This is an optimization exercise on Yosys and OpenROAD, whose aim is small area, a short achievable clock period and few clock cycles per item, not a production implementation.
In this exercise RTL edits were held to simulation tests only and were not proved equivalent to the original.
Power figures rest on the tool's default switching activity, not on a simulated workload.

==> flow/design.v (excerpt) <==
module spsws_cal (
    input  wire        clk,
    input  wire        rst,           
    input  wire        start,         
    output wire        ready,
    input  wire [31:0] f0_eff,        
    input  wire [31:0] fh_eff,        
    input  wire [31:0] fl_eff,        
    input  wire [31:0] symbol_us,     
    input  wire [31:0] ramp_us,       
    input  wire [7:0]  pwr_min,       
    input  wire [7:0]  pwr_max,       
    output reg         done,          
    output reg  [2:0]  fail_check,    
    output wire [31:0] shift_dur,
    output wire [31:0] idle,
    output wire [31:0] t1,
    output wire [31:0] t2,
    output wire [31:0] t3,
    output wire [31:0] t4,
    output wire [31:0] period,
    output wire [31:0] edge_step,
    output wire [31:0] bit_step
);
export LEC_CHECK = 0
export CAP_MARGIN = 20
export CORE_MARGIN = 2
export CORE_UTILIZATION = 60
export CTS_BUF_LIST = sky130_fd_sc_hd__clkbuf_4 sky130_fd_sc_hd__clkbuf_8
export SETUP_SLACK_MARGIN = 3.5
export SLEW_MARGIN = 20
create_clock -name core_clock -period 10.0 [get_ports {clk}]
run.sh (not shown) runs the stock make flow with config.mk's settings and CLKGATE_MAP_FILE= SYNTH_SCRIPT=/design/flow/synth_recipe.tcl, a recipe that flattens the netlist after the stock synthesis.
The starting point passed the timing, design-rule and antenna checks.
Testbench counts at the start, summed over its fixed seeds: cycles 11,982, items 2,400.
Change:
Settings changed: CTS_BUF_LIST sky130_fd_sc_hd__clkbuf_4 sky130_fd_sc_hd__clkbuf_8 to not set, SETUP_SLACK_MARGIN 3.5 to 4.
After rerunning: The new run passed the timing, design-rule and antenna checks; clock skew went down by 0.047 ns; cell area went up by about 7%; register-to-register slack degrades by 0.097 ns; die area stays the same; worst setup slack degrades by 0.097 ns; maximum frequency went down by about 1.5%; count of clock-buffer cells in the layout went down by 35.
Change:
Settings changed: CORE_UTILIZATION 60 to 70, SETUP_SLACK_MARGIN 4 to 3.5.
Outcome:
- power drops by 2.8%
- utilization increases by 7.6 points
- setup slack loses 0.11 ns
- final area fell by 6.3%
- fmax drops by 1.7%


v57:
Starting RTL as in the previous note.
export LEC_CHECK = 0
export CAP_MARGIN = 20
export CORE_MARGIN = 2
export CORE_UTILIZATION = 60
export CTS_BUF_LIST = sky130_fd_sc_hd__clkbuf_2 sky130_fd_sc_hd__clkbuf_4
export SETUP_SLACK_MARGIN = 3.5
export SLEW_MARGIN = 20
create_clock -name core_clock -period 10.0 [get_ports {clk}]
Testbench counts of v57, summed over its fixed seeds: cycles 11,982, items 2,400.
Setup changes, v57 to v55
Settings: clearing CTS_BUF_LIST, which used to be sky130_fd_sc_hd__clkbuf_2 sky130_fd_sc_hd__clkbuf_4.
--- outcome ---
- For v57, the capturing instance or port of the critical path was t4[31], unlike v55, where it was remh[5].
- v55 ends up with higher sequential share of layout area than v57 does.
- [compare] base=v57 new=v55: setup slack higher; clock power climbed about 17%; logic depth of the worst setup path including buffers saw an increase.
- v55 reports its worst-path cell with the longest stage delay as o21ai_0 while v57 reports o311a_4.
--- input diff v55..v14 ---
Settings: swapping 3.5 for 3 in SETUP_SLACK_MARGIN; swapping 60 for 40 in CORE_UTILIZATION.
--- outcome ---
- Compared with v55, v14 shows area enclosed by the die boundary that has gone up by more than a quarter.
- For the data required time at the worst endpoint, v14 came in 0.08 ns higher than v55 did.
- Delta(post-cts repair resize count, v14 - v55) < 0
- Looking at post-layout total power, v14 sits 3.2% lower than v55 does.
- Cell count after placement of v14 exceeds that of v55 by a little under 10%.
- Relative to v55, worst slack at placement has decreased by 0.23 ns in v14.
- Compared with v55, in v14 final instance area decreased by about 1.2% relative to the old numbers, share of power burned in combinational logic decreased by 0.4 points relative to the old numbers.
## Diff of input files: v44 against v14
Settings: SETUP_SLACK_MARGIN: 3 -> 3.75; CORE_UTILIZATION: 40 -> 60; CTS_BUF_LIST: unset -> sky130_fd_sc_hd__clkbuf_4 sky130_fd_sc_hd__clkbuf_8.
Fraction of layout instances using a drive strength above 1 ended up 4.5 points higher on v44 than on v14.
Run comparison: v44 start point of the critical path qh[0]; v14 start point of the critical path ql[1]
Count of nets after finishing grows slightly when moving from v14 to v44.
Delta (v44 minus v14): arrival time at the worst endpoint shows a reduction of 0.41 ns, wire length went up by about 0.33%, reported combinational group power up about 5.4%, normalized max-slew margin now larger, storage element area now sits at about the same level.
The inputs of v48 differ from those of v44 as listed below.
Settings: SETUP_SLACK_MARGIN: 3.75 -> 3; CAP_MARGIN: 20 -> 5; SLEW_MARGIN: 20 -> 5; CORE_UTILIZATION: 60 -> 40; CTS_BUF_LIST: sky130_fd_sc_hd__clkbuf_4 sky130_fd_sc_hd__clkbuf_8 -> unset.
### Flow results
[v48] core utilization fell 25 points relative to v44
Worst setup path endpoint: o_t3[29] -> v48, o_t3[28] -> v44
The number of clock buffers in the layout of v48 falls short of that of v44 by 31.
v48 against v44: maximum operating frequency now sits lower, period utilization now sits higher, power now sits lower.
v48 ended up with a higher first-pass GRT wire length than v44 did.
Summary of v48 over v44: worst-margin pin slew picked up an extra 0.15 ns; die footprint picked up an extra about 50%; global-route usage lost 12 points; largest incremental delay on the critical path picked up an extra 0.03 ns.
Between v48 and v44, the fraction of area in registers is lower for v44.

-- re-timing with driven ports --
How much do the figures lean on ideal ports? The routed layouts below were timed once more, with nothing changed but the port constraints. Step 1 sets driving cells, clkbuf_16 on the clock port and buf_2 on the other inputs (assumed; they add their load-dependent delay and slew). Step 2 also shifts input and output timing later by t, the mid clock arrival at the registers, as if the neighbouring blocks saw the same clock. Slacks: no drivers / after step 1 / after step 2; pairs: no drivers / after step 1.
run | t (ns) | slack for setup (ns) | clock arrival spread, ns
the first run of note 1 | 0.883 | 3.649 / 3.577 / 2.926 | 0.087 / 0.087
the second run of note 1 | 0.735 | 3.552 / 3.552 / 3.447 | 0.035 / 0.036
the third run of note 1 | 0.726 | 3.443 / 3.443 / 2.932 | 0.063 / 0.063
v57 | 1.171 | 3.563 / 3.492 / 2.630 | 0.109 / 0.109
v55 | 0.740 | 3.582 / 3.575 / 2.990 | 0.074 / 0.075
v14 | 0.738 | 3.226 / 3.223 / 2.782 | 0.061 / 0.061
v44 | 0.889 | 3.769 / 3.756 / 3.093 | 0.091 / 0.091
v48 | 0.738 | 3.226 / 3.223 / 2.782 | 0.061 / 0.061
After both steps every run listed still meets setup and hold. For v57, which loses most, drivers alone change the setup slack by -0.071 ns; drivers and shift together by -0.933 ns.
